What follows belongs to an exercise in optimizing a design on an open flow for small area, a short achievable clock period and few clock cycles; a production flow would make more cautious choices.
RTL that was checked went through simulation tests only; none was proved equivalent to the original.
For run 1, only the layout was checked, not whether the RTL still works.

## design/flow/run.sh

```bash
#!/bin/bash
# synth_recipe.tcl (not shown) runs the flow's synth.tcl, then flattens the netlist and writes it again
# the make line also repeats each setting of config.mk as NAME=value (left out here)
make -C /OpenROAD-flow-scripts/flow DESIGN_CONFIG=/design/flow/config.mk WORK_HOME=/design/flow/orfs CLKGATE_MAP_FILE= SYNTH_SCRIPT=/design/flow/synth_recipe.tcl finish
```

## design/flow/config.mk

```make
export PLATFORM = sky130hd
export DESIGN_NAME = fpu64
export DESIGN_NICKNAME = fpu64
export VERILOG_FILES = /design/flow/design.v
export SDC_FILE = /design/flow/constraint.sdc
export NUM_CORES = 4
export LEC_CHECK = 0
export CAP_MARGIN = 20
export CORE_MARGIN = 2
export CORE_UTILIZATION = 30
export SETUP_SLACK_MARGIN = 4
export SLEW_MARGIN = 20
```

## design/flow/constraint.sdc

```tcl
create_clock -name core_clock -period 10.0 [get_ports {clk}]
set_input_delay 2.0000 -clock core_clock [delete_from_list [all_inputs] [get_ports {clk}]]
set_output_delay 2.0000 -clock core_clock [all_outputs]
set_load 0.01 [all_outputs]
```

## design/flow/design.v

```verilog
module fpu64 (
  input             clk,
  input             rst,         
  input             in_valid,
  output            in_ready,
  input      [1:0]  in_op,       
  input      [63:0] in_a,
  input      [63:0] in_b,
  output reg        out_valid,
  output reg [63:0] out_result
);
  reg        v0;
  reg [1:0]  op0;
  reg [63:0] a0, b0;
  reg               v1;
  reg               mul1, div1;    
  reg               sp1;           
  reg         [1:0] spk1;          
  reg               sg1;           
  reg               zs1;           
  reg               sub1;          
  reg        [55:0] X;             
  reg        [55:0] Y;             
  reg signed [12:0] E1;            
  localparam P_START = 3'd0, P_ITER = 3'd1, P_F1 = 3'd2, P_F2 = 3'd3, P_DEN = 3'd4;
  reg  [2:0] ph;
  reg  [4:0] cnt;
  reg [58:0] S, C;
  reg [55:0] Qn;
  reg        cin, stk;
  reg               v3;
  reg               sp3, z3, sg3, zs3;
  reg         [1:0] spk3;
  reg         [5:0] lz3;
  reg signed [12:0] E3;
  wire done2;
  wire take0 = v0 & (~v1 | done2);
  assign in_ready = ~v0 | take0;
  always @(posedge clk) begin
    if (rst) v0 <= 1'b0;
    else if (in_ready) v0 <= in_valid;
    if (in_ready) begin
      op0 <= in_op;
      a0  <= in_a;
      b0  <= in_b;
    end
  end
  wire        sa  = a0[63];
  wire        sb  = b0[63];
  wire [10:0] ea  = a0[62:52];
  wire [10:0] eb  = b0[62:52];
  wire [51:0] fa  = a0[51:0];
  wire [51:0] fb  = b0[51:0];
  wire        ea0 = ~|ea, eb0 = ~|eb;
  wire        eam = &ea,  ebm = &eb;
  wire        fa0 = ~|fa, fb0 = ~|fb;
  wire a_zero = ea0 & fa0, b_zero = eb0 & fb0;
  wire a_inf  = eam & fa0, b_inf  = ebm & fb0;
  wire a_nan  = eam & ~fa0, b_nan = ebm & ~fb0;
  wire [10:0] ea1 = {ea[10:1], ea[0] | ea0};
  wire [10:0] eb1 = {eb[10:1], eb[0] | eb0};
  wire [52:0] ma  = {~ea0, fa};
  wire [52:0] mb  = {~eb0, fb};
  wire is_add = ~op0[1];
  wire is_mul = op0 == 2'd2;
  wire is_div = op0 == 2'd3;
  wire sbe    = sb ^ (op0 == 2'd1);
  wire        a_ge = a0[62:0] >= b0[62:0];
  wire        swap = is_add & ~a_ge;
  wire [52:0] mbig = swap ? mb : ma;
  wire [52:0] msml = swap ? ma : mb;
  wire [10:0] dab  = ea1 - eb1;
  wire [10:0] dba  = eb1 - ea1;
  wire [10:0] dd   = swap ? dba : dab;
  wire  [5:0] sh   = ~is_add ? 6'd0 : (|dd[10:6]) ? 6'd63 : dd[5:0];
  reg [55:0] al;
  reg        ast;
  always @* begin
    al  = {msml, 3'b000};
    ast = 1'b0;
    if (sh[0]) begin ast = ast | al[0];        al = {1'd0,  al[55:1]};  end
    if (sh[1]) begin ast = ast | (|al[1:0]);   al = {2'd0,  al[55:2]};  end
    if (sh[2]) begin ast = ast | (|al[3:0]);   al = {4'd0,  al[55:4]};  end
    if (sh[3]) begin ast = ast | (|al[7:0]);   al = {8'd0,  al[55:8]};  end
    if (sh[4]) begin ast = ast | (|al[15:0]);  al = {16'd0, al[55:16]}; end
    if (sh[5]) begin ast = ast | (|al[31:0]);  al = {32'd0, al[55:32]}; end
  end
  wire signed [12:0] e_add = {2'b00, swap ? eb1 : ea1};
  wire signed [12:0] e_md  = $signed({2'b00, ea1}) + (is_mul ? $signed({2'b00, eb1}) : ~$signed({2'b00, eb1}))
                             + (is_mul ? -13'sd1023 : 13'sd1023);
  reg       sp;
  reg [1:0] spk;
  always @* begin
    sp  = 1'b1;
    spk = 2'd1;
    if (is_add) begin
      if (a_nan | b_nan)          spk = 2'd1;
      else if (a_inf & b_inf)     spk = (sa == sbe) ? 2'd2 : 2'd1;
      else if (a_inf | b_inf)     spk = 2'd2;
      else                        sp  = 1'b0;
    end else if (is_mul) begin
      if (a_nan | b_nan)                          spk = 2'd1;
      else if ((a_inf & b_zero) | (a_zero & b_inf)) spk = 2'd1;
      else if (a_inf | b_inf)                     spk = 2'd2;
      else if (a_zero | b_zero)                   spk = 2'd3;
      else                                        sp  = 1'b0;
    end else begin
      if (a_nan | b_nan)                          spk = 2'd1;
      else if ((a_zero & b_zero) | (a_inf & b_inf)) spk = 2'd1;
      else if (a_inf | b_zero)                    spk = 2'd2;
      else if (a_zero | b_inf)                    spk = 2'd3;
      else                                        sp  = 1'b0;
    end
  end
  wire        first = (ph == P_START);
  wire [58:0] Sg = first ? 59'd0 : S;
  wire [58:0] Cg = first ? 59'd0 : C;
  wire        cg = first ? 1'b0 : cin;
  wire [67:0] M6 = {9'd0, X[55:3], 6'd0};
  wire  [7:0] yb = Y[10:3];
  wire [67:0] pp0 = yb[0] ? M6      : 68'd0;
  wire [67:0] pp1 = yb[1] ? M6 << 1 : 68'd0;
  wire [67:0] pp2 = yb[2] ? M6 << 2 : 68'd0;
  wire [67:0] pp3 = yb[3] ? M6 << 3 : 68'd0;
  wire [67:0] pp4 = yb[4] ? M6 << 4 : 68'd0;
  wire [67:0] pp5 = yb[5] ? M6 << 5 : 68'd0;
  wire [67:0] pp6 = yb[6] ? M6 << 6 : 68'd0;
  wire [67:0] pp7 = yb[7] ? M6 << 7 : 68'd0;
  wire [67:0] Sgx = {9'd0, Sg};
  wire [67:0] Cgx = {9'd0, Cg};
  wire [67:0] t1s = pp0 ^ pp1 ^ pp2;
  wire [67:0] t1c = {((pp0 & pp1) | (pp0 & pp2) | (pp1 & pp2)), cg};
  wire [67:0] t2s = pp3 ^ pp4 ^ pp5;
  wire [67:0] t2c = {((pp3 & pp4) | (pp3 & pp5) | (pp4 & pp5)), 1'b0};
  wire [67:0] t3s = pp6 ^ pp7 ^ Sgx;
  wire [67:0] t3c = {((pp6 & pp7) | (pp6 & Sgx) | (pp7 & Sgx)), 1'b0};
  wire [67:0] t4s = t1s ^ t1c ^ t2s;
  wire [67:0] t4c = {((t1s & t1c) | (t1s & t2s) | (t1c & t2s)), 1'b0};
  wire [67:0] t5s = t2c ^ t3s ^ t3c;
  wire [67:0] t5c = {((t2c & t3s) | (t2c & t3c) | (t3s & t3c)), 1'b0};
  wire [67:0] t6s = t4s ^ t4c ^ t5s;
  wire [67:0] t6c = {((t4s & t4c) | (t4s & t5s) | (t4c & t5s)), 1'b0};
  wire [67:0] t7s = t6s ^ t6c ^ t5c;
  wire [67:0] t7c = {((t6s & t6c) | (t6s & t5c) | (t6c & t5c)), 1'b0};
  wire [67:0] t8s = t7s ^ t7c ^ Cgx;
  wire [67:0] t8c = {((t7s & t7c) | (t7s & Cgx) | (t7c & Cgx)), 1'b0};
  wire  [8:0] mlow = {1'b0, t8s[7:0]} + {1'b0, t8c[7:0]};
  localparam ND = 4;
  wire [56:0] D2  = {3'b000, Y[55:3], 1'b0};
  wire [16:0] D2w = D2[56:40];
  function [1:0] srt_sel;     
    input [3:0] s;
    input [3:0] c;
    reg   [3:0] e;
    begin
      e = s + c;
      srt_sel = {~e[3], e[3] & ~(&e)};
    end
  endfunction
  function [33:0] csa_w;      
    input [16:0] s;
    input [16:0] c;
    input [16:0] m;
    reg   [16:0] ys, yc;
    begin
      ys = {s[15:0], 1'b0};
      yc = {c[15:0], 1'b0};
      csa_w = {ys ^ yc ^ m, ((ys[15:0] & yc[15:0]) | (ys[15:0] & m[15:0]) | (yc[15:0] & m[15:0])), 1'b0};
    end
  endfunction
  reg [56:0] ws, wc, ys2, yc2, mm;
  reg [16:0] vs, vc;
  reg [33:0] cp, cz, cn;
  reg  [1:0] qc, sp_, sz_, sn_;
  reg [ND-1:0] dqp, dqn;
  integer j;
  always @* begin
    ws = first ? {4'd0, X[55:3]} : S[56:0];
    wc = first ? 57'd0 : C[56:0];
    vs = ws[56:40];
    vc = wc[56:40];
    qc = srt_sel(vs[15:12], vc[15:12]);
    for (j = 0; j < ND; j = j + 1) begin
      dqp[ND-1-j] = qc[1];
      dqn[ND-1-j] = qc[0];
      ys2 = {ws[55:0], 1'b0};
      yc2 = {wc[55:0], 1'b0};
      mm  = qc[1] ? ~D2 : (qc[0] ? D2 : 57'd0);
      ws  = ys2 ^ yc2 ^ mm;
      wc  = {((ys2[55:0] & yc2[55:0]) | (ys2[55:0] & mm[55:0]) | (yc2[55:0] & mm[55:0])), qc[1]};
      cp  = csa_w(vs, vc, ~D2w);
      cz  = csa_w(vs, vc, 17'd0);
      cn  = csa_w(vs, vc, D2w);
      sp_ = srt_sel(cp[32:29], cp[15:12]);
      sz_ = srt_sel(cz[32:29], cz[15:12]);
      sn_ = srt_sel(cn[32:29], cn[15:12]);
      vs  = qc[1] ? cp[33:17] : (qc[0] ? cn[33:17] : cz[33:17]);
      vc  = qc[1] ? cp[16:0]  : (qc[0] ? cn[16:0]  : cz[16:0]);
      qc  = qc[1] ? sp_ : (qc[0] ? sn_ : sz_);
    end
  end
  wire add_op = ~mul1 & ~div1;
  reg  [56:0] ca, cb;
  reg         c0, cor;
  wire [56:0] Wr   = S[56:0];
  wire        w_z  = ~|Wr;
  wire        w_md = ((Wr ^ D2) == {(Wr[55:0] | D2[55:0]), 1'b0});
  wire        rem_nz = ~(w_z | w_md);
  always @* begin
    ca = {1'b0, X}; cb = {1'b0, Y}; c0 = 1'b0; cor = 1'b0;
    if (ph == P_START) begin
      ca = {1'b0, X}; cb = sub1 ? ~{1'b0, Y} : {1'b0, Y}; c0 = sub1;
    end else if (ph == P_F1 & mul1) begin
      ca = {S[55:0], cin}; cb = {C[55:0], cin}; cor = stk;
    end else if (ph == P_F1) begin
      ca = S[56:0]; cb = C[56:0];
    end else begin
      ca = {X, ~S[56]}; cb = {~Qn, ~S[56]}; cor = rem_nz;
    end
  end
  wire [56:0] csum0 = ca + cb + {56'd0, c0};
  wire [56:0] csum  = {csum0[56:1], csum0[0] | cor};
  function [6:0] lzc64;    
    input [63:0] x;
    reg [31:0] v1; reg [31:0] c1;
    reg [15:0] v2; reg [31:0] c2;
    reg  [7:0] v3; reg [23:0] c3;
    reg  [3:0] v4; reg [15:0] c4;
    reg  [1:0] v5; reg  [9:0] c5;
    integer i;
    begin
      for (i = 0; i < 32; i = i + 1) begin
        v1[i] = x[2*i+1] | x[2*i];
        c1[i] = ~x[2*i+1];
      end
      for (i = 0; i < 16; i = i + 1) begin
        v2[i] = v1[2*i+1] | v1[2*i];
        c2[2*i +: 2] = v1[2*i+1] ? {1'b0, c1[2*i+1]} : {1'b1, c1[2*i]};
      end
      for (i = 0; i < 8; i = i + 1) begin
        v3[i] = v2[2*i+1] | v2[2*i];
        c3[3*i +: 3] = v2[2*i+1] ? {1'b0, c2[2*(2*i+1) +: 2]} : {1'b1, c2[2*(2*i) +: 2]};
      end
      for (i = 0; i < 4; i = i + 1) begin
        v4[i] = v3[2*i+1] | v3[2*i];
        c4[4*i +: 4] = v3[2*i+1] ? {1'b0, c3[3*(2*i+1) +: 3]} : {1'b1, c3[3*(2*i) +: 3]};
      end
      for (i = 0; i < 2; i = i + 1) begin
        v5[i] = v4[2*i+1] | v4[2*i];
        c5[5*i +: 5] = v4[2*i+1] ? {1'b0, c4[4*(2*i+1) +: 4]} : {1'b1, c4[4*(2*i) +: 4]};
      end
      lzc64 = {~(v5[1] | v5[0]), v5[1] ? {1'b0, c5[9:5]} : {1'b1, c5[4:0]}};
    end
  endfunction
  wire [6:0] lzr = lzc64({csum[55:0], 8'd0});
  wire       czero = ~csum[56] & lzr[6];
  wire prenorm = (mul1 | div1) & ~sp1 & (~X[55] | ~Y[55]);
  wire e_ok    = ~E1[12] & (E1 != 13'sd0);             
  assign done2 = v1 & ((ph == P_START & (sp1 | add_op)) |
                       (ph == P_F1 & mul1 & e_ok) |
                       (ph == P_F2 & e_ok) |
                       (ph == P_DEN & (E1 == 13'sd0 | E1 < -13'sd60)));
  always @(posedge clk) begin
    if (mul1) begin
      S   <= {t8s[66:8]};
      C   <= {t8c[66:8]};
      cin <= mlow[8];
      stk <= (first ? 1'b0 : stk) | (|mlow[7:0]);
    end else begin
      S   <= {2'b00, ws};
      C   <= {2'b00, wc};
    end
    if (ph == P_START | ph == P_ITER) Qn <= {Qn[55-ND:0], dqn};
    if (ph == P_F1 | ph == P_F2 | (ph == P_START & (sp1 | add_op)))
      S <= {2'b00, csum};
    if (ph == P_DEN) begin
      if (E1 < -13'sd60) S <= {58'd0, |S[56:0]};
      else               S <= {3'b000, S[56:2], S[1] | S[0]};
    end
    lz3 <= lzr[5:0];
    z3  <= czero & add_op;
    E3  <= (ph == P_DEN) ? 13'sd1 : E1;
    sp3 <= sp1; spk3 <= spk1; sg3 <= sg1; zs3 <= zs1;
    if (take0) begin
      X    <= {mbig, 3'b000};
      Y    <= {al[55:1], al[0] | ast};
      E1   <= is_add ? e_add : e_md;
      mul1 <= is_mul;
      div1 <= is_div;
      sp1  <= sp;
      spk1 <= spk;
      sg1  <= is_add ? (swap ? sbe : sa) : (sa ^ sb);
      zs1  <= sa & sbe;
      sub1 <= sa ^ sbe;
      ph   <= P_START;
      cnt  <= 5'd0;
    end else if (v1) begin
      case (ph)
        P_START: begin
          if (prenorm) begin
            if (~X[55]) X <= {X[54:0], 1'b0};
            if (~Y[55]) Y <= {Y[54:0], 1'b0};
            E1 <= E1 - {12'd0, ~X[55]} + ((div1 & ~Y[55]) ? 13'sd1 : (~Y[55] ? -13'sd1 : 13'sd0));
          end else if (~sp1 & ~add_op) begin
            ph  <= P_ITER;
            cnt <= 5'd1;
            if (mul1) Y <= {8'd0, Y[55:8]};
            else      X <= {X[55-ND:0], dqp};
          end
        end
        P_ITER: begin
          cnt <= cnt + 5'd1;
          if (mul1) begin
            Y <= {8'd0, Y[55:8]};
            if (cnt == 5'd6) ph <= P_F1;
          end else begin
            X <= {X[55-ND:0], dqp};
            if (cnt == 56 / ND - 1) ph <= P_F1;
          end
        end
        P_F1: begin
          if (div1)       ph <= P_F2;
          else if (~e_ok) ph <= P_DEN;
        end
        P_F2: begin
          if (~e_ok) ph <= P_DEN;
        end
        default: begin  
          E1 <= (E1 < -13'sd60) ? 13'sd1 : E1 + 13'sd1;
        end
      endcase
    end
    if (rst) begin
      v1 <= 1'b0;
      v3 <= 1'b0;
    end else begin
      if (take0)      v1 <= 1'b1;
      else if (done2) v1 <= 1'b0;
      v3 <= done2;
    end
  end
  wire        [56:0] V   = S[56:0];
  wire signed [12:0] Em1 = E3 - 13'sd1;
  wire         [5:0] L   = (Em1 < $signed({7'd0, lz3})) ? Em1[5:0] : lz3;
  wire        [55:0] Nl  = V[55:0] << L;
  wire        [55:0] N   = V[56] ? {V[56:2], V[1] | V[0]} : Nl;
  wire signed [12:0] Ef  = V[56] ? E3 + 13'sd1 : E3 - $signed({7'd0, L});
  wire        [52:0] sig = N[55:3];
  wire               rup = N[2] & (N[1] | N[0] | sig[0]);
  wire        [53:0] R   = {1'b0, sig} + {53'd0, rup};
  wire signed [12:0] Eo  = R[53] ? Ef + 13'sd1 : Ef;
  wire               ovf = Eo >= 13'sd2047;
  wire        [10:0] ef  = (R[53] | R[52]) ? Eo[10:0] : 11'd0;
  reg         [63:0] res;
  always @* begin
    if (sp3)
      case (spk3)
        2'd2:    res = {sg3, 11'h7FF, 52'd0};
        2'd3:    res = {sg3, 63'd0};
        default: res = 64'h7FF8000000000000;
      endcase
    else if (z3)  res = {zs3, 63'd0};
    else if (ovf) res = {sg3, 11'h7FF, 52'd0};
    else          res = {sg3, ef, R[51:0]};
  end
  always @(posedge clk) begin
    out_result <= res;
    if (rst) out_valid <= 1'b0;
    else     out_valid <= v3;
  end
endmodule
```

==> run notes, run 1 <==
initial antenna violation count - 21
later-pin clock latency in the skew report - 740 ps
vias in the first global route - 75400
CP Data Arrival Time - 7860 ps
row count - 181
CTS tree - built
Initial Utilization - 30.1%
critical-path maximum fanout - 7
Yosys top cell by area - fa_1
crit path time final - 7280 ps
Multi-input gate area - 59000 µm²
Post-Syn Area per Cell - 8.02 µm²
Final ANT Viol Nets - 0
Synth async-reset ratio - 0%
most instantiated cells after synthesis - inv_1 (1130), nand2_1 (1090), o21ai_0 (677)
cells taking the most area after synthesis - fa_1 (18%), edfxtp_1 (13%), dfxtp_1 (6.1%)
FMAX - 137 MHz
Hold Vio Cnt, Final - 0
Detail Placement HPWL - 266 mm
cts hold-fix bufs - 0
most used cell, CP - buf_12
slew margin rel. - 24.7%
CORE AREA - 243000 µm²
total die area - 248000 µm²
1st-iter DRT viols - 9612
final setup violating endpoints - 0
crit path launch type - flop
CP peak stage delay - 550 ps
Register Area - 14000 µm²
syn_nets - 10300
Fin Setup TNS - 0 ps
maxcap violations - 0
Final Routed Wirelength - 383 mm
Setup CP Type - flop to flop
htree depth - 3
die height - 498 µm
mux cell area share after synthesis - 6.28%
final setup margin - 2720 ps
Final Cycle Share - 72.8%
vias - 76900
status - timing/DRC/antenna clean
cell count after placement - 12100
adder-cell share of the synthesized area - 24.1%
Vias/cell - 5.93
clk sink count - 540
Primary FF master, synth - edfxtp_1
buffer depth of the longest clock path - 3
clk_skew - 43.3 ps
slowest cell on the critical path - fa_2
final net count - 10800
Synth Area in Compound Gates - 19.9%
Syn Inst Count - 9112
Die Wd - 498 µm
max-slew violations - 0
top cell type's share of synthesized area - 18.2%
cell with the most instances after synthesis - inv_1
Worst Setup End Kind - flop
TritonCTS Buffers - 68
area delta synth->final - 32.1%
DRC viols - 0
area of the mapped netlist - 73100 µm²
clk root buf - clkbuf_16
worst slew pin tran - 1120 ps
GR Util All Layers - 29.3%
pre-CTS setup slack - 1110 ps
Top Ports - 199
Post-Synth Simple-Gate Area - 17.1%
Synth cell types - 121
Post-synth EDFFs - 318
xor and xnor area share after synthesis - 3.88%
Required @ worst endpoint - 10580 ps
Yosys warning total - 1
synthesized flop and latch total - 540
Fillers - 24000
routability cong. - 1.04
Clk pin slew, worst setup/hold paths - 60 ps
largest net degree at the start of global routing - 110
input/output buffers - 198
drt wl/cell - 29.5 µm
HP Class - flop to flop
DR pass1 iterations - 6
Cell Count, Final, Fillers Out - 13000
largest family of logic cells by synthesized area - adder cells
share of layout cells above drive strength 1 - 23.5%
grt ovf - 0
final hold slack - 342 ps
RSZ-0062 raised after global routing - true
post-synthesis sequential area ratio - 19.1%
global-route wire length before repair - 536 mm
-- cells by family after synthesis --
logic type / count (synthesis)
AO/OA/AOI/OAI: 2300
XOR/XNOR: 323
adder cells (fa/ha/maj): 1009
buffers and inverters: 1826
flip-flops: 540
multiplexers: 412
AND/OR/NAND/NOR: 2702
-- critical path: cells and delay by family, from the launching register on --
kind	cells	cell delay, ps
buffers and inverters	10	1210
muxes	1	330
DFF	1	360
xor gates and xnor gates	2	330
adders and majority gates	8	2810
AOI/OAI and AO/OA	10	1460
and+or+nand+nor	5	590
-- path summary, 6_finish.rpt --
check	from	to	slack (ps)	cells past startpoint
setup / recovery	ph[1]	S[50]	2720	36
hold / removal	sg1	sg3	340	0
setup reg to reg	ph[1]	S[50]	2720	36
hold reg to reg	sg1	sg3	340	0
-- cells in the final DEF (no fill, tap or decap), drive strengths merged, types with 192 or more instances in the layout --
cell type      Yosys  final
dfxtp            222    222
ha               343    343
edfxtp           318    318
fa               663    663
o21ai            687    688
nand2           1091   1091
inv             1134   1138
clkdlybuf4s50      0    198
xnor2            191    192
and2             247    247
a21oi            564    568
buf              137    964
nor2             565    565
mux2i            306    307
nand3            293    293
-- stage by stage --
stage	cell area, µm²	util, %
detailed placement	79700	32.8
finish	96600	39.8
global route	96600	39.8
floorplan	74300	-
global placement	79700	32.8
CTS	93000	38.3
-- cell type report --
cell class | count | share of cell area (%)
Timing Repair inverter | 1 | 0.00648
Timing Repair Buffer | 1190 | 13.3
Sequential cell | 540 | 14.5
Multi-Input combinational cell | 6761 | 61.0
Inverter | 1136 | 4.48
Tap cell | 3202 | 4.15
Clock buffer | 82 | 1.90
Clock inverter | 41 | 0.570
Antenna cell | 10 | 0.0259
-- flip-flops by register name (all words and copies together), names as in the netlist, 2 cells and up --
register / cells
b0: 64
C: 59
op0: 2
S: 59
ph: 3
out_result: 64
lz3: 6
X: 56
spk1: 2
cnt: 5
E3: 13
a0: 64
E1: 13
spk3: 2
Y: 56
Qn: 56
-- layer usage --
metal	part of all wire, %	track usage (%)	up-vias
li1	-	-	32500
met1	37	35.5	37700
met2	43	44.9	5188
met3	11	7.82	1516
met4	9.4	21.1	30
met5	0.072	0.251	-
-- repair_timing --
action / 4_1_cts / 5_1_grt
setup endpoints to repair: 244 / 231
cloned: 76 / 13
endpoints found under the hold margin: 0 / 0
resized for setup: 1253 / 348
buffers inserted: 442 / 191
pin swaps: 427 / 296
==> run 2: changes to the inputs <==
--- a/design/flow/design.v
+++ b/design/flow/design.v
@@ -20,5 +20,5 @@
   reg               zs1;           
   reg               sub1;          
-  reg        [55:0] X;             
+  reg        [56:0] X;             
   reg        [55:0] Y;             
   reg signed [12:0] E1;            
@@ -27,5 +27,5 @@
   reg  [4:0] cnt;
   reg [58:0] S, C;
-  reg [55:0] Qn;
+  reg [56:0] Qn;
   reg        cin, stk;
   reg               v3;
@@ -146,58 +146,29 @@
   wire [67:0] t8c = {((t7s & t7c) | (t7s & Cgx) | (t7c & Cgx)), 1'b0};
   wire  [8:0] mlow = {1'b0, t8s[7:0]} + {1'b0, t8c[7:0]};
-  localparam ND = 4;
-  wire [56:0] D2  = {3'b000, Y[55:3], 1'b0};
-  wire [16:0] D2w = D2[56:40];
-  function [1:0] srt_sel;     
-    input [3:0] s;
-    input [3:0] c;
-    reg   [3:0] e;
+  wire [56:0] D2 = {2'b00, Y[55:3], 2'b00} >> 1;    
+  wire [56:0] ws0 = first ? {4'd0, X[55:3]} : S[56:0];
+  wire [56:0] wc0 = first ? 57'd0 : C[56:0];
+  function [115:0] srt_step;    
+    input [56:0] s;
+    input [56:0] c;
+    input [56:0] d2;
+    reg   [56:0] ys, yc, m, ns, nc;
+    reg    [3:0] est;
+    reg          qp, qn;
     begin
-      e = s + c;
-      srt_sel = {~e[3], e[3] & ~(&e)};
+      ys  = {s[55:0], 1'b0};
+      yc  = {c[55:0], 1'b0};
+      est = ys[56:53] + yc[56:53];
+      qp  = ~est[3];
+      qn  = est[3] & ~(&est);
+      m   = qp ? ~d2 : (qn ? d2 : 57'd0);
+      ns  = ys ^ yc ^ m;
+      nc  = {((ys[55:0] & yc[55:0]) | (ys[55:0] & m[55:0]) | (yc[55:0] & m[55:0])), qp};
+      srt_step = {ns, nc, qp, qn};
     end
   endfunction
-  function [33:0] csa_w;      
-    input [16:0] s;
-    input [16:0] c;
-    input [16:0] m;
-    reg   [16:0] ys, yc;
-    begin
-      ys = {s[15:0], 1'b0};
-      yc = {c[15:0], 1'b0};
-      csa_w = {ys ^ yc ^ m, ((ys[15:0] & yc[15:0]) | (ys[15:0] & m[15:0]) | (yc[15:0] & m[15:0])), 1'b0};
-    end
-  endfunction
-  reg [56:0] ws, wc, ys2, yc2, mm;
-  reg [16:0] vs, vc;
-  reg [33:0] cp, cz, cn;
-  reg  [1:0] qc, sp_, sz_, sn_;
-  reg [ND-1:0] dqp, dqn;
-  integer j;
-  always @* begin
-    ws = first ? {4'd0, X[55:3]} : S[56:0];
-    wc = first ? 57'd0 : C[56:0];
-    vs = ws[56:40];
-    vc = wc[56:40];
-    qc = srt_sel(vs[15:12], vc[15:12]);
-    for (j = 0; j < ND; j = j + 1) begin
-      dqp[ND-1-j] = qc[1];
-      dqn[ND-1-j] = qc[0];
-      ys2 = {ws[55:0], 1'b0};
-      yc2 = {wc[55:0], 1'b0};
-      mm  = qc[1] ? ~D2 : (qc[0] ? D2 : 57'd0);
-      ws  = ys2 ^ yc2 ^ mm;
-      wc  = {((ys2[55:0] & yc2[55:0]) | (ys2[55:0] & mm[55:0]) | (yc2[55:0] & mm[55:0])), qc[1]};
-      cp  = csa_w(vs, vc, ~D2w);
-      cz  = csa_w(vs, vc, 17'd0);
-      cn  = csa_w(vs, vc, D2w);
-      sp_ = srt_sel(cp[32:29], cp[15:12]);
-      sz_ = srt_sel(cz[32:29], cz[15:12]);
-      sn_ = srt_sel(cn[32:29], cn[15:12]);
-      vs  = qc[1] ? cp[33:17] : (qc[0] ? cn[33:17] : cz[33:17]);
-      vc  = qc[1] ? cp[16:0]  : (qc[0] ? cn[16:0]  : cz[16:0]);
-      qc  = qc[1] ? sp_ : (qc[0] ? sn_ : sz_);
-    end
-  end
+  wire [115:0] r1 = srt_step(ws0, wc0, D2);
+  wire [115:0] r2 = srt_step(r1[115:59], r1[58:2], D2);
+  wire [115:0] r3 = srt_step(r2[115:59], r2[58:2], D2);
   wire add_op = ~mul1 & ~div1;
   reg  [56:0] ca, cb;
@@ -208,7 +179,7 @@
   wire        rem_nz = ~(w_z | w_md);
   always @* begin
-    ca = {1'b0, X}; cb = {1'b0, Y}; c0 = 1'b0; cor = 1'b0;
+    ca = X; cb = {1'b0, Y}; c0 = 1'b0; cor = 1'b0;
     if (ph == P_START) begin
-      ca = {1'b0, X}; cb = sub1 ? ~{1'b0, Y} : {1'b0, Y}; c0 = sub1;
+      ca = X; cb = sub1 ? ~{1'b0, Y} : {1'b0, Y}; c0 = sub1;
     end else if (ph == P_F1 & mul1) begin
       ca = {S[55:0], cin}; cb = {C[55:0], cin}; cor = stk;
@@ -216,5 +187,5 @@
       ca = S[56:0]; cb = C[56:0];
     end else begin
-      ca = {X, ~S[56]}; cb = {~Qn, ~S[56]}; cor = rem_nz;
+      ca = X; cb = ~Qn; c0 = ~S[56]; cor = rem_nz;
     end
   end
@@ -260,5 +231,5 @@
                        (ph == P_F1 & mul1 & e_ok) |
                        (ph == P_F2 & e_ok) |
-                       (ph == P_DEN & (E1 == 13'sd0 | E1 < -13'sd60)));
+                       (ph == P_DEN & e_ok));
   always @(posedge clk) begin
     if (mul1) begin
@@ -268,20 +239,21 @@
       stk <= (first ? 1'b0 : stk) | (|mlow[7:0]);
     end else begin
-      S   <= {2'b00, ws};
-      C   <= {2'b00, wc};
+      S   <= {2'b00, r3[115:59]};
+      C   <= {2'b00, r3[58:2]};
     end
-    if (ph == P_START | ph == P_ITER) Qn <= {Qn[55-ND:0], dqn};
+    if (ph == P_START | ph == P_ITER) Qn <= {Qn[53:0], r1[0], r2[0], r3[0]};
     if (ph == P_F1 | ph == P_F2 | (ph == P_START & (sp1 | add_op)))
       S <= {2'b00, csum};
     if (ph == P_DEN) begin
-      if (E1 < -13'sd60) S <= {58'd0, |S[56:0]};
-      else               S <= {3'b000, S[56:2], S[1] | S[0]};
+      if (e_ok)               S <= S;
+      else if (E1 < -13'sd60) S <= {58'd0, |S[56:0]};
+      else                    S <= {3'b000, S[56:2], S[1] | S[0]};
     end
     lz3 <= lzr[5:0];
     z3  <= czero & add_op;
-    E3  <= (ph == P_DEN) ? 13'sd1 : E1;
+    E3  <= E1;
     sp3 <= sp1; spk3 <= spk1; sg3 <= sg1; zs3 <= zs1;
     if (take0) begin
-      X    <= {mbig, 3'b000};
+      X    <= {1'b0, mbig, 3'b000};
       Y    <= {al[55:1], al[0] | ast};
       E1   <= is_add ? e_add : e_md;
@@ -299,5 +271,5 @@
         P_START: begin
           if (prenorm) begin
-            if (~X[55]) X <= {X[54:0], 1'b0};
+            if (~X[55]) X <= {X[55:0], 1'b0};
             if (~Y[55]) Y <= {Y[54:0], 1'b0};
             E1 <= E1 - {12'd0, ~X[55]} + ((div1 & ~Y[55]) ? 13'sd1 : (~Y[55] ? -13'sd1 : 13'sd0));
@@ -306,5 +278,5 @@
             cnt <= 5'd1;
             if (mul1) Y <= {8'd0, Y[55:8]};
-            else      X <= {X[55-ND:0], dqp};
+            else      X <= {X[53:0], r1[1], r2[1], r3[1]};
           end
         end
@@ -315,6 +287,6 @@
             if (cnt == 5'd6) ph <= P_F1;
           end else begin
-            X <= {X[55-ND:0], dqp};
-            if (cnt == 56 / ND - 1) ph <= P_F1;
+            X <= {X[53:0], r1[1], r2[1], r3[1]};
+            if (cnt == 5'd18) ph <= P_F1;
           end
         end
@@ -327,5 +299,5 @@
         end
         default: begin  
-          E1 <= (E1 < -13'sd60) ? 13'sd1 : E1 + 13'sd1;
+          if (~e_ok) E1 <= (E1 < -13'sd60) ? 13'sd1 : E1 + 13'sd1;
         end
       endcase
--- a/design/flow/config.mk
+++ b/design/flow/config.mk
@@ -9,4 +9,3 @@
 export CORE_MARGIN = 2
 export CORE_UTILIZATION = 30
-export SETUP_SLACK_MARGIN = 4
 export SLEW_MARGIN = 20
==> run 2 against run 1 <==
Effect of this change:
- still clean on timing, DRC and antenna
- clock-buffer cell count increased by 3
- wire length decreased by 23%
- first-iteration DRC count decreased by 16%
- global-route usage decreased by 4.8 points
- critical path depth increased by 5
- sequential share of layout area increased by 4.7 points
- utilization decreased by 6.5 points
- synthesized cell count decreased by 8.7%
- cell count decreased by 13%
- critical endpoint is now S[10]
==> run notes, run 2 <==
status - timing/DRC/antenna clean (unchanged)
Syn Inst Count - 8318 (was 9112)
Required @ worst endpoint - 10470 ps (was 10580 ps)
post-synthesis sequential area ratio - 21.2% (was 19.1%)
Finished Core Util - 33.3% (was 39.8%)
worst slew pin tran - 1190 ps (was 1120 ps)
commonest non-fill, non-tap cell in the layout - inv_1 (unchanged)
Post-Syn Area per Cell - 8.30 µm² (was 8.02 µm²)
Detail Placement HPWL - 226 mm (was 266 mm)
final net count - 9150 (was 10800)
Initial Utilization - 30.1% (about the same)
commonest cells after routing, fill and taps aside - inv_1 (1092), nand2_1 (833), fa_1 (574) (was inv_1 (1089), nand2_1 (1034), buf_4 (691))
cells taking the most area after synthesis - fa_1 (17%), edfxtp_1 (16%), inv_1 (5.9%) (was fa_1 (18%), edfxtp_1 (13%), dfxtp_1 (6.1%))
post-CTS setup repair buffer count - 0 (was 442)
input/output buffers - 198 (unchanged)
Setup CP Type - flop to flop (unchanged)
Finished Cell Area - 76300 µm² (was 96600 µm²)
area delta synth->final - 10.6% (was 32.1%)
Primary FF master, synth - edfxtp_1 (unchanged)
CTS tree - built (unchanged)
critical-path maximum fanout - 54 (was 7)
quantity of gates resized following cts - 0 (was 1253)
Post-synth EDFFs - 378 (was 318)
Clk pin slew, worst setup/hold paths - 60 ps (about the same)
buffer depth of the longest clock path - 3 (unchanged)
slew margin rel. - 19.3% (was 24.7%)
htree depth - 3 (unchanged)
die height - 484 µm (was 498 µm)
final hold slack - 348 ps (was 342 ps)
Synth async-reset ratio - 0% (unchanged)
row count - 176 (was 181)
syn_nets - 9331 (was 10300)
1st-iter DRT viols - 8096 (was 9612)
initial antenna violation count - 16 (was 21)
DRC viols - 0 (unchanged)
largest net degree at the start of global routing - 125 (was 110)
top cell type's share of synthesized area - 16.6% (was 18.2%)
area of the mapped netlist - 69000 µm² (was 73100 µm²)
Fin Setup TNS - 0 ps (unchanged)
DR pass1 iterations - 7 (was 6)
total die area - 234000 µm² (was 248000 µm²)
RSZ-0062 raised after global routing - false (was true)
vias - 64400 (was 76900)
FMAX - 109 MHz (was 137 MHz)
final setup violating endpoints - 0 (unchanged)
global-route wire length before repair - 432 mm (was 536 mm)
crit path time final - 9160 ps (was 7280 ps)
most instantiated cells after synthesis - inv_1 (1093), nand2_1 (837), fa_1 (574) (was inv_1 (1130), nand2_1 (1090), o21ai_0 (677))
Synth cell types - 118 (was 121)
HP Class - flop to flop (unchanged)
Yosys top cell by area - fa_1 (unchanged)
Hold Vio Cnt, Final - 0 (unchanged)
Final Cycle Share - 91.6% (was 72.8%)
CP peak stage delay - 610 ps (was 550 ps)
most used cell, CP - nand2_1 (was buf_12)
Yosys warning total - 1 (unchanged)
max-slew violations - 0 (unchanged)
cell with the most instances after synthesis - inv_1 (unchanged)
CP Data Arrival Time - 9620 ps (was 7860 ps)
Die Wd - 484 µm (was 498 µm)
Final Routed Wirelength - 295 mm (was 383 mm)
Vias/cell - 5.73 (was 5.93)
routability cong. - 1.01 (was 1.04)
clk_skew - 72.3 ps (was 43.3 ps)
drt wl/cell - 26.3 µm (was 29.5 µm)
cts hold-fix bufs - 0 (unchanged)
clk root buf - clkbuf_16 (unchanged)
clk sink count - 542 (was 540)
synthesized flop and latch total - 542 (was 540)
Placed Area - 73900 µm² (was 79700 µm²)
Top Ports - 199 (unchanged)
final setup margin - 845 ps (was 2720 ps)
grt ovf - 0 (unchanged)
maxcap violations - 0 (unchanged)
slowest cell on the critical path - fa_1 (was fa_2)
later-pin clock latency in the skew report - 740 ps (about the same)
biggest regs - a0: 64 flops, b0: 64 flops, out_result: 64 flops (unchanged)
pre-CTS setup slack - 991 ps (was 1110 ps)
TritonCTS Buffers - 69 (was 68)
share of layout cells above drive strength 1 - 6.81% (was 23.5%)
vias in the first global route - 62700 (was 75400)
CORE AREA - 229000 µm² (was 243000 µm²)
Worst Setup End Kind - flop (unchanged)
GR Util All Layers - 24.5% (was 29.3%)
crit path launch type - flop (unchanged)
Final ANT Viol Nets - 0 (unchanged)
-- run 2: cell types whose count changed in the layout (fill, tap and decap cells not counted), sizes merged, moves of 50 or more --
cell / delta
nand2: -253
a21oi: -83
fa: -89
edfxtp: +60
nand3: +109
o21ai: -202
o211ai: +223
dfxtp: -58
buf: -752
nor3: -50
a211oi: -139
-- run 2: metal layers --
metal / GRT usage [%] / share of wire (%)
met1: 33.1 / 41
met2: 36.9 / 43
met4: 11.3 / 5.4
met5: 0 / 0.0088
met3: 5.73 / 10
-- run 2: logic make-up after synthesis --
family                     after synthesis  share of synthesized area (%)
adders and majority gates              880                           22.2
and+or+nand+nor                       2401                           16.2
DFF                                    542                           21.2
muxes                                  474                           8.14
buffers and inverters                 1760                           10.1
xor gates and xnor gates               311                           3.97
AOI/OAI and AO/OA                     1950                           18.2
-- run 2: critical path: cells and delay by family (launching register included) --
kind                       cells  cell delay (ps)
AOI/OAI and AO/OA             14             2480
adders and majority gates      6             2250
buffers and inverters          8             1320
xor gates and xnor gates       5             1210
and+or+nand+nor                7              680
DFF                            1              490
muxes                          1              280
-- run 2: worst paths after layout --
| path | from | end | slack [ps] | depth (start not counted) |
|---|---|---|---|---|
| worst min-delay path | zs1 | zs3 | 350 | 0 |
| worst min register to register | zs1 | zs3 | 350 | 0 |
| worst max register to register | ph[1] | S[10] | 840 | 41 |
| worst max-delay path | ph[1] | S[10] | 840 | 41 |
-- run 2: stage by stage --
| stage | instances |
|---|---|
| 3_5_place_dp | 11100 |
| 6_report | 11200 |
| 4_1_cts | 11200 |
| 5_1_grt | 11200 |
| 3_3_place_gp | 11100 |
| 2_1_floorplan | 8318 |
-- run 2: final cells by class --
class	count	area, µm²
Fill cell	24100	153000
Multi-Input combinational cell	6016	47700
Sequential cell	542	14600
Inverter	1098	4120
Tap cell	3026	3790
Timing Repair Buffer	410	3650
Clock buffer	85	1840
Clock inverter	43	571
Antenna cell	5	12.5
Testbench counts of run 2, summed over its fixed seeds: cycles 85,541.

==> afterwards: timing with drivers on the ports <==
No port has a modelled driver above. Below, the same layouts with a new extraction and two added sets of constraints.
Step 1 sets driving cells, clkbuf_16 on the clock port and buf_2 on the other inputs (assumed; they add their load-dependent delay and slew).
Step 2 times the ports against the registers' clock, not the clock port: input delays grow and output delays shrink by t, the midpoint of the rising clock arrivals with the driver on.
a / b / c = ideal / step 1 / step 2; a / b = the first two.
| run | t, ns | setup WS [ns] | clock arrival spread, ns | slew at the worst register clock pin (ns) | worst data-port slew with drivers (ns) |
|---|---|---|---|---|---|
| run 1 | 0.804 | 2.717 / 2.717 / 2.717 | 0.045 / 0.045 | 0.09 / 0.09 | 0.04 |
| run 2 | 0.795 | 0.845 / 0.845 / 0.845 | 0.073 / 0.073 | 0.08 / 0.08 | 0.06 |
After both steps setup and hold are still met in every run listed.
